Context: an optimization exercise on an open-source flow, tuned for small area, a short achievable clock period and few clock cycles. The choices shown serve that exercise and are no tape-out recipe.
The RTL was checked by simulation tests, not by an equivalence proof against the original design.
Power figures rest on the tool's default switching activity, not on a simulated workload.

**design/flow/run.sh**
```bash
#!/bin/bash
# synth_recipe.tcl (not shown) runs the flow's synth.tcl, then flattens the netlist and writes it again
# the make line also repeats each setting of config.mk as NAME=value (left out here)
make -C /OpenROAD-flow-scripts/flow DESIGN_CONFIG=/design/flow/config.mk WORK_HOME=/design/flow/orfs CLKGATE_MAP_FILE= SYNTH_SCRIPT=/design/flow/synth_recipe.tcl finish
```
**design/flow/config.mk**
```make
export PLATFORM = sky130hd
export DESIGN_NAME = codec_core
export DESIGN_NICKNAME = codec_core
export VERILOG_FILES = /design/flow/design.v
export SDC_FILE = /design/flow/constraint.sdc
export NUM_CORES = 4
export LEC_CHECK = 0
export CAP_MARGIN = 20
export CORE_MARGIN = 2
export CORE_UTILIZATION = 40
export SLEW_MARGIN = 20
```
**design/flow/constraint.sdc**
```tcl
create_clock -name core_clock -period 5.0 [get_ports {clk}]
set_input_delay 1.0000 -clock core_clock [delete_from_list [all_inputs] [get_ports {clk}]]
set_output_delay 1.0000 -clock core_clock [all_outputs]
set_load 0.01 [all_outputs]
```
**design/flow/design.v**
```verilog
module codec_core (
    input             clk,
    input             rst,
    input             cmd_valid,
    output            cmd_ready,
    input      [7:0]  cmd_opc,
    input      [4:0]  cmd_width,
    input      [15:0] cmd_len,
    input      [15:0] cmd_count,
    input             in_valid,
    output            in_ready,
    input      [15:0] in_data,
    output            out_valid,
    input             out_ready,
    output     [15:0] out_data,
    output            done,
    output            err,
    output     [3:0]  err_code,
    output     [15:0] err_info
);
    localparam [7:0] OP_RLE_ENC   = 8'h01;
    localparam [7:0] OP_RLE_DEC   = 8'h02;
    localparam [7:0] OP_Q_DOWN    = 8'h11;
    localparam [7:0] OP_Q_UP      = 8'h12;
    localparam [7:0] OP_BP_PACK   = 8'h21;
    localparam [7:0] OP_BP_UNPACK = 8'h22;
    localparam QW = 10;
    localparam [3:0] E_MALFORMED  = 4'd1;
    localparam [3:0] E_WIDTH      = 4'd2;
    localparam [3:0] E_CODE_RANGE = 4'd9;
    reg        busy;
    reg [7:0]  op;
    reg [4:0]  w;
    reg        skip;       
    reg [15:0] in_left;    
    reg [15:0] in_idx;     
    reg [15:0] cnt_left;   
    reg        ov;
    reg [15:0] od;
    reg        done_r;
    reg        err_r;
    reg [3:0]  ecode_r;
    reg [15:0] einfo_r;
    reg [31:0] acc;
    reg [5:0]  nbits;
    reg [7:0]  rv;         
    reg [7:0]  rc;         
    reg        have_run;
    reg        pend;       
    reg [7:0]  pend_d;
    reg        dec_phase;  
    reg [7:0]  dec_cnt;    
    wire out_free = !ov || out_ready;
    wire in_fire  = in_valid && in_ready;
    wire [15:0] wmask = (w >= 5'd16) ? 16'hFFFF : ((16'd1 << w) - 16'd1);
    wire [15:0] q_down = {6'd0, in_data[15] ^ 1'b1, in_data[14:16-QW]};
    wire [15:0] q_up   = {in_data[QW-1] ^ 1'b1, in_data[QW-2:0], {(16-QW){1'b0}}};
    wire        q_bad  = in_data[15:QW] != 0;
    wire [15:0] pk_code  = in_data & wmask;
    wire [31:0] pk_acc   = acc | ({16'd0, pk_code} << nbits);
    wire [5:0]  pk_nbits = nbits + {1'b0, w};
    wire        pk_bad   = (in_data & ~wmask) != 0;
    wire [31:0] up_acc   = acc | ({16'd0, in_data} << nbits);
    reg        in_rdy;
    reg        emit;
    reg [15:0] emit_d;
    reg        finish;
    always @* begin
        in_rdy = 1'b0;
        emit   = 1'b0;
        emit_d = 16'd0;
        finish = 1'b0;
        if (busy) begin
            if (skip) begin
                in_rdy = in_left != 0;
                finish = in_left == 0 && !ov;
            end else begin
                case (op)
                    OP_Q_DOWN: begin
                        in_rdy = in_left != 0 && out_free;
                        emit   = in_fire;
                        emit_d = q_down;
                        finish = in_left == 0 && !ov;
                    end
                    OP_Q_UP: begin
                        in_rdy = in_left != 0 && out_free;
                        emit   = in_fire;
                        emit_d = q_up;
                        finish = in_left == 0 && !ov;
                    end
                    OP_BP_PACK: begin
                        if (in_left != 0) begin
                            in_rdy = out_free;
                            emit   = in_fire && pk_nbits >= 6'd16;
                            emit_d = pk_acc[15:0];
                        end else if (nbits != 0) begin
                            emit   = out_free;
                            emit_d = acc[15:0];
                        end
                        finish = in_left == 0 && nbits == 0 && !ov;
                    end
                    OP_BP_UNPACK: begin
                        if (cnt_left != 0) begin
                            if (nbits >= {1'b0, w}) begin
                                emit   = out_free;
                                emit_d = acc[15:0] & wmask;
                            end else begin
                                in_rdy = in_left != 0;
                            end
                        end else begin
                            in_rdy = in_left != 0;
                        end
                        finish = cnt_left == 0 && in_left == 0 && !ov;
                    end
                    OP_RLE_ENC: begin
                        if (pend) begin
                            emit   = out_free;
                            emit_d = {8'd0, pend_d};
                        end else if (in_left != 0) begin
                            in_rdy = out_free;
                            emit   = in_fire && have_run &&
                                     (in_data[7:0] != rv || rc == 8'd255);
                            emit_d = {8'd0, rc};
                        end else if (have_run) begin
                            emit   = out_free;
                            emit_d = {8'd0, rc};
                        end
                        finish = in_left == 0 && !have_run && !pend && !ov;
                    end
                    OP_RLE_DEC: begin
                        if (dec_cnt != 0) begin
                            emit   = out_free;
                            emit_d = {8'd0, rv};
                        end else begin
                            in_rdy = in_left != 0;
                        end
                        finish = in_left == 0 && dec_cnt == 0 && !ov;
                    end
                    default: begin
                        in_rdy = in_left != 0;
                        finish = in_left == 0 && !ov;
                    end
                endcase
            end
        end
    end
    wire cmd_fire = cmd_valid && cmd_ready;
    always @(posedge clk) begin
        if (rst) begin
            busy      <= 1'b0;
            op        <= 8'd0;
            w         <= 5'd0;
            skip      <= 1'b0;
            in_left   <= 16'd0;
            in_idx    <= 16'd0;
            cnt_left  <= 16'd0;
            ov        <= 1'b0;
            od        <= 16'd0;
            done_r    <= 1'b0;
            err_r     <= 1'b0;
            ecode_r   <= 4'd0;
            einfo_r   <= 16'd0;
            acc       <= 32'd0;
            nbits     <= 6'd0;
            rv        <= 8'd0;
            rc        <= 8'd0;
            have_run  <= 1'b0;
            pend      <= 1'b0;
            pend_d    <= 8'd0;
            dec_phase <= 1'b0;
            dec_cnt   <= 8'd0;
        end else begin
            done_r <= 1'b0;
            if (emit) begin
                ov <= 1'b1;
                od <= emit_d;
            end else if (out_ready) begin
                ov <= 1'b0;
            end
            if (cmd_fire) begin
                busy      <= 1'b1;
                op        <= cmd_opc;
                w         <= cmd_width;
                in_left   <= cmd_len;
                in_idx    <= 16'd0;
                cnt_left  <= cmd_count;
                acc       <= 32'd0;
                nbits     <= 6'd0;
                rv        <= 8'd0;
                rc        <= 8'd0;
                have_run  <= 1'b0;
                pend      <= 1'b0;
                dec_phase <= 1'b0;
                dec_cnt   <= 8'd0;
                skip      <= 1'b0;
                err_r     <= 1'b0;
                ecode_r   <= 4'd0;
                einfo_r   <= 16'd0;
                if ((cmd_opc == OP_BP_PACK || cmd_opc == OP_BP_UNPACK) &&
                    (cmd_width == 5'd0 || cmd_width > 5'd16)) begin
                    skip    <= 1'b1;
                    err_r   <= 1'b1;
                    ecode_r <= E_WIDTH;
                    einfo_r <= {11'd0, cmd_width};
                end else if (cmd_opc == OP_RLE_DEC && cmd_len[0]) begin
                    skip    <= 1'b1;
                    err_r   <= 1'b1;
                    ecode_r <= E_MALFORMED;
                    einfo_r <= cmd_len;
                end
            end
            if (busy) begin
                if (finish) begin
                    busy   <= 1'b0;
                    done_r <= 1'b1;
                end
                if (in_fire) begin
                    in_left <= in_left - 16'd1;
                    in_idx  <= in_idx + 16'd1;
                end
                if (!skip) begin
                    case (op)
                        OP_Q_UP: begin
                            if (in_fire && q_bad && !err_r) begin
                                err_r   <= 1'b1;
                                ecode_r <= E_CODE_RANGE;
                                einfo_r <= in_idx;
                            end
                        end
                        OP_BP_PACK: begin
                            if (in_fire) begin
                                if (pk_bad && !err_r) begin
                                    err_r   <= 1'b1;
                                    ecode_r <= E_CODE_RANGE;
                                    einfo_r <= in_idx;
                                end
                                if (pk_nbits >= 6'd16) begin
                                    acc   <= pk_acc >> 16;
                                    nbits <= pk_nbits - 6'd16;
                                end else begin
                                    acc   <= pk_acc;
                                    nbits <= pk_nbits;
                                end
                            end else if (in_left == 0 && nbits != 0 && out_free) begin
                                acc   <= 32'd0;
                                nbits <= 6'd0;
                            end
                        end
                        OP_BP_UNPACK: begin
                            if (cnt_left != 0) begin
                                if (nbits >= {1'b0, w}) begin
                                    if (out_free) begin
                                        acc      <= acc >> w;
                                        nbits    <= nbits - {1'b0, w};
                                        cnt_left <= cnt_left - 16'd1;
                                    end
                                end else if (in_left != 0) begin
                                    if (in_fire) begin
                                        acc   <= up_acc;
                                        nbits <= nbits + 6'd16;
                                    end
                                end else begin
                                    nbits <= nbits + 6'd16;
                                end
                            end
                        end
                        OP_RLE_ENC: begin
                            if (pend) begin
                                if (out_free)
                                    pend <= 1'b0;
                            end else if (in_fire) begin
                                if (!have_run) begin
                                    have_run <= 1'b1;
                                    rv       <= in_data[7:0];
                                    rc       <= 8'd1;
                                end else if (in_data[7:0] == rv && rc != 8'd255) begin
                                    rc <= rc + 8'd1;
                                end else begin
                                    pend   <= 1'b1;
                                    pend_d <= rv;
                                    rv     <= in_data[7:0];
                                    rc     <= 8'd1;
                                end
                            end else if (in_left == 0 && have_run && out_free) begin
                                pend     <= 1'b1;
                                pend_d   <= rv;
                                have_run <= 1'b0;
                            end
                        end
                        OP_RLE_DEC: begin
                            if (dec_cnt != 0) begin
                                if (out_free)
                                    dec_cnt <= dec_cnt - 8'd1;
                            end else if (in_fire) begin
                                if (!dec_phase) begin
                                    rc        <= in_data[7:0];
                                    dec_phase <= 1'b1;
                                end else begin
                                    rv        <= in_data[7:0];
                                    dec_cnt   <= rc;
                                    dec_phase <= 1'b0;
                                end
                            end
                        end
                        default: ;
                    endcase
                end
            end
        end
    end
    assign cmd_ready = !busy;
    assign in_ready  = in_rdy;
    assign out_valid = ov;
    assign out_data  = od;
    assign done      = done_r;
    assign err       = err_r;
    assign err_code  = ecode_r;
    assign err_info  = einfo_r;
endmodule
```
==> reports/results.txt <==
status - finished clean
number of buffers on the longest clock path - 2
count of final max-slew check failures - 0
post-cts sizing count - 0
relative max-transition margin - 28.98%
maximum vdd ir drop - 0.0002539 V
initial DRC count - 3,143
Multi-input gate area - 0.01238 sq mm
nature of the critical path startpoint - flip-flop
die area - 0.04398 sq mm
nets in the synthesized netlist - 2,390
starting density of the core - 40.44%
overall track demand over capacity in global routing - 41.70%
leading cell types by total area after synthesis - dfxtp_1 (21%), mux4_2 (6.5%), nand2_1 (5.9%)
number of violations of the max-capacitance limit - 0
global-route wire length before repair - 134,400 microns
sum of negative setup slack - 0 ns
actual transition at the worst max-transition pin - 1.061 ns
Mapped Avg Cell Area - 7.343 sq um
worst-path fanout max - 11
Vert. Die Dim - 209.7 microns
clock power share - 35.7%
number of failing hold endpoints at the final stage - 0
post-DR wirelength/cell - 32.43 microns
footprint of the flip-flops and latches - 0.003512 sq mm
kind of critical path - reg2out
Mapped Area - 0.01693 sq mm
number of global-route vias before repair - 19,380
Clock Latency Late Sink - 0.50 ns
post-synthesis sequential area ratio - 20.70%
WP data required - 4.00 ns
crit path capture type - output port
H-tree level count - 4
most repeated cell in the gate-level netlist after synthesis - nand2_1
FF+latch count, synth - 175
power per cell area - 213.6 mW/mm^2
area delta synth->final - 13.93%
TritonCTS clock tree - yes
Period Utilization, post-route - 92.69%
clock slew at the register clock pins of the worst setup and hold paths - 0.09 ns
number of rows in the core area - 75
Min Clock Period, post-route - 4.634 ns
clock sinks - 175
average via count per standard cell - 7.208
power share of the sequential group - 35.7%
pin count of the biggest net entering global routing - 74
Root Buffer - clkbuf_16
final worst slack - 0.3657 ns
number of warning messages in the yosys log - 1
largest area contributor in the synthesized netlist - dfxtp_1
data arrival at the endpoint of the critical path - 3.63 ns
placeable core region - 0.04185 sq mm
placer congestion estimate - 1.032
proportion of power drawn by combinational gates - 28.6%
kind of cell adding the most delay to the critical path - buffers and inverters
series of cell instances along the critical path - inv_2 -> ha_1 -> inv_1 -> fa_1 -> nand3_1 -> a31o_2 -> nand2_1 -> a21oi_1 -> nor2_1 -> nor3_1 -> clkdlybuf4s50_1
die extent in x - 209.7 microns
internal power contribution - 2.551 mW
Pre-antenna DRT Iters - 8
slowest stage delay, CP - 0.62 ns
CTS hold repair buffers - 0
final clock skew - 0.02781 ns
count of different cell masters after synthesis - 102
number of remaining DRC errors - 0
static leakage power - 6.310 nW
share of async-settable or async-resettable flops after synthesis - 0%
setup repair after global routing missed its margin - no
HPWL after DPL - 68,870 microns
fmax - 215.8 MHz
class of the worst hold path - reg2reg
crit path max-delay cell type - clkdlybuf4s50_1
post-detailed-route count of antenna-violating nets - 0
vias after detailed routing - 20,770
overflow left after global routing - 0
switching fraction of total power - 38.05%
post-layout power - 4.118 mW
count of buffers inserted at the top-level ports - 106
total clock buffers created by CTS - 17
final net count - 2,414
most instantiated flip-flop cell in the synthesis netlist - dfxtp_1
share of the synthesized area in the top cell type - 20.70%
post-layout utilization of the core - 46.07%
proportion of layout cells with a drive suffix above 1 - 11.96%
pre-CTS setup slack - 0.7055 ns
top post-synthesis cells by count - nand2_1 (264), nor2_1 (246), a21oi_1 (191)
Final Setup Violations - 0
antenna violations before repair - 2
number of enable flip-flop cells after synthesis - 0
Mapped Cells - 2,305
P_sw - 1.567 mW
buffer and inverter count on the worst path - 3
Total Routed Length - 93,420 microns
setup fix buffers added after clock tree synthesis - 0
fillcell total - 4,281
I/O pin total - 107
## registers in the layout, summed over array words and instances, names as in the netlist, 4 cells and up
| register | flops |
|---|---|
| acc | 32 |
| cnt_left | 16 |
| einfo_r | 16 |
| in_idx | 16 |
| in_left | 16 |
| od | 16 |
| dec_cnt | 8 |
| op | 8 |
| pend_d | 8 |
| rc | 8 |
| rv | 8 |
| nbits | 6 |
| w | 5 |
| ecode_r | 4 |
## worst paths after layout
kind,start,end,slack [ns],cells after the start
worst max-delay path,nbits[0],in_ready,0.37,11
worst min-delay path,cnt_left[7],cnt_left[7],0.48,2
worst min register to register,cnt_left[7],cnt_left[7],0.48,2
worst max register to register,w[0],acc[4],0.56,12
## through the flow
step	std cells	hold slack, ns	cell area (sq um)
2_1_floorplan	2305	0.4510	16930
3_3_place_gp	2849	0.4612	18680
3_5_place_dp	2849	0.4804	18680
4_1_cts	2880	0.4909	19280
5_1_grt	2880	0.5154	19280
6_report	2881	0.4844	19280
## layer usage
metal	track usage, %	part of all wire (%)	vias up
li1	-	-	8860
met1	53.85	39	9973
met2	62.92	43	1571
met3	10.22	12	359
met4	25.07	7.0	2
met5	0	0.064	-
## layout make-up
| type | count | share of cell area, % |
|---|---|---|
| Sequential cell | 175 | 18.21 |
| Tap cell | 539 | 3.497 |
| Clock buffer | 17 | 2.206 |
| Timing Repair Buffer | 225 | 10.19 |
| Inverter | 40 | 0.7786 |
| Clock inverter | 14 | 0.9084 |
| Multi-Input combinational cell | 1870 | 64.20 |
| Antenna cell | 1 | 0.01298 |
## placed cells by master, fill, tap and decap left out, drive strengths merged, types with 50 or more instances in the layout
| cell | count |
|---|---|
| a21oi | 193 |
| nand2 | 265 |
| o21ai | 144 |
| nor2 | 249 |
| mux4 | 50 |
| clkdlybuf4s50 | 105 |
| nor3 | 83 |
| nand3 | 65 |
| dfxtp | 175 |
| buf | 120 |
| mux2i | 65 |
## power groups by stage
stage / Clock (mW) / Combinational, mW / Sequential (mW)
2_1_floorplan: 0 / 0.662 / 1.49
6_report: 1.47 / 1.18 / 1.47
4_1_cts: 1.48 / 1.12 / 1.47
3_3_place_gp: 0 / 1.12 / 1.50
5_1_grt: 1.51 / 1.22 / 1.48
3_5_place_dp: 0 / 1.12 / 1.50
## worst register-to-register path: cells and delay by family (launching register included)
family	cells	cell delay (ns)
adder cells (fa/ha/maj)	1	0.52
AND/OR/NAND/NOR	3	0.88
AO/OA/AOI/OAI	6	2.10
buffers and inverters	1	0.21
flip-flops	1	0.35
multiplexers	1	0.28
## cell families after synthesis
| kind of cell | Yosys count | share of synthesized area (%) |
|---|---|---|
| compound gates | 814 | 33.49 |
| xor+xnor | 33 | 1.708 |
| fa+ha+maj | 19 | 1.493 |
| buf+inv | 260 | 6.342 |
| flops | 175 | 20.70 |
| mux | 137 | 11.98 |
| simple gates | 867 | 24.28 |
Testbench counts, summed over its fixed seeds: cycles 66,569.

[afterwards: timing with drivers on the ports]
No port has a modelled driver above. Below, the same layout with a new extraction and two added sets of constraints. Step 1, drivers: a clkbuf_16 drives clk and a buf_2 each remaining input, both assumed. Step 2 times the ports against the registers' clock, not the clock port: input delays grow and output delays shrink by t, the midpoint of the rising clock arrivals with the driver on. Slacks: ideal / step 1 / step 2; pairs: ideal / step 1.
t, ns: 0.550
slack for setup (ns): 0.366 / 0.306 / 0.539
slew at the worst register clock pin (ns): 0.09 / 0.09
worst slew at a driven data input, ns: 0.05
pins driven straight from the clock port: 1
After both steps this run still meets setup and hold. For this run, drivers alone change the setup slack by -0.060 ns; drivers and shift together by +0.173 ns.
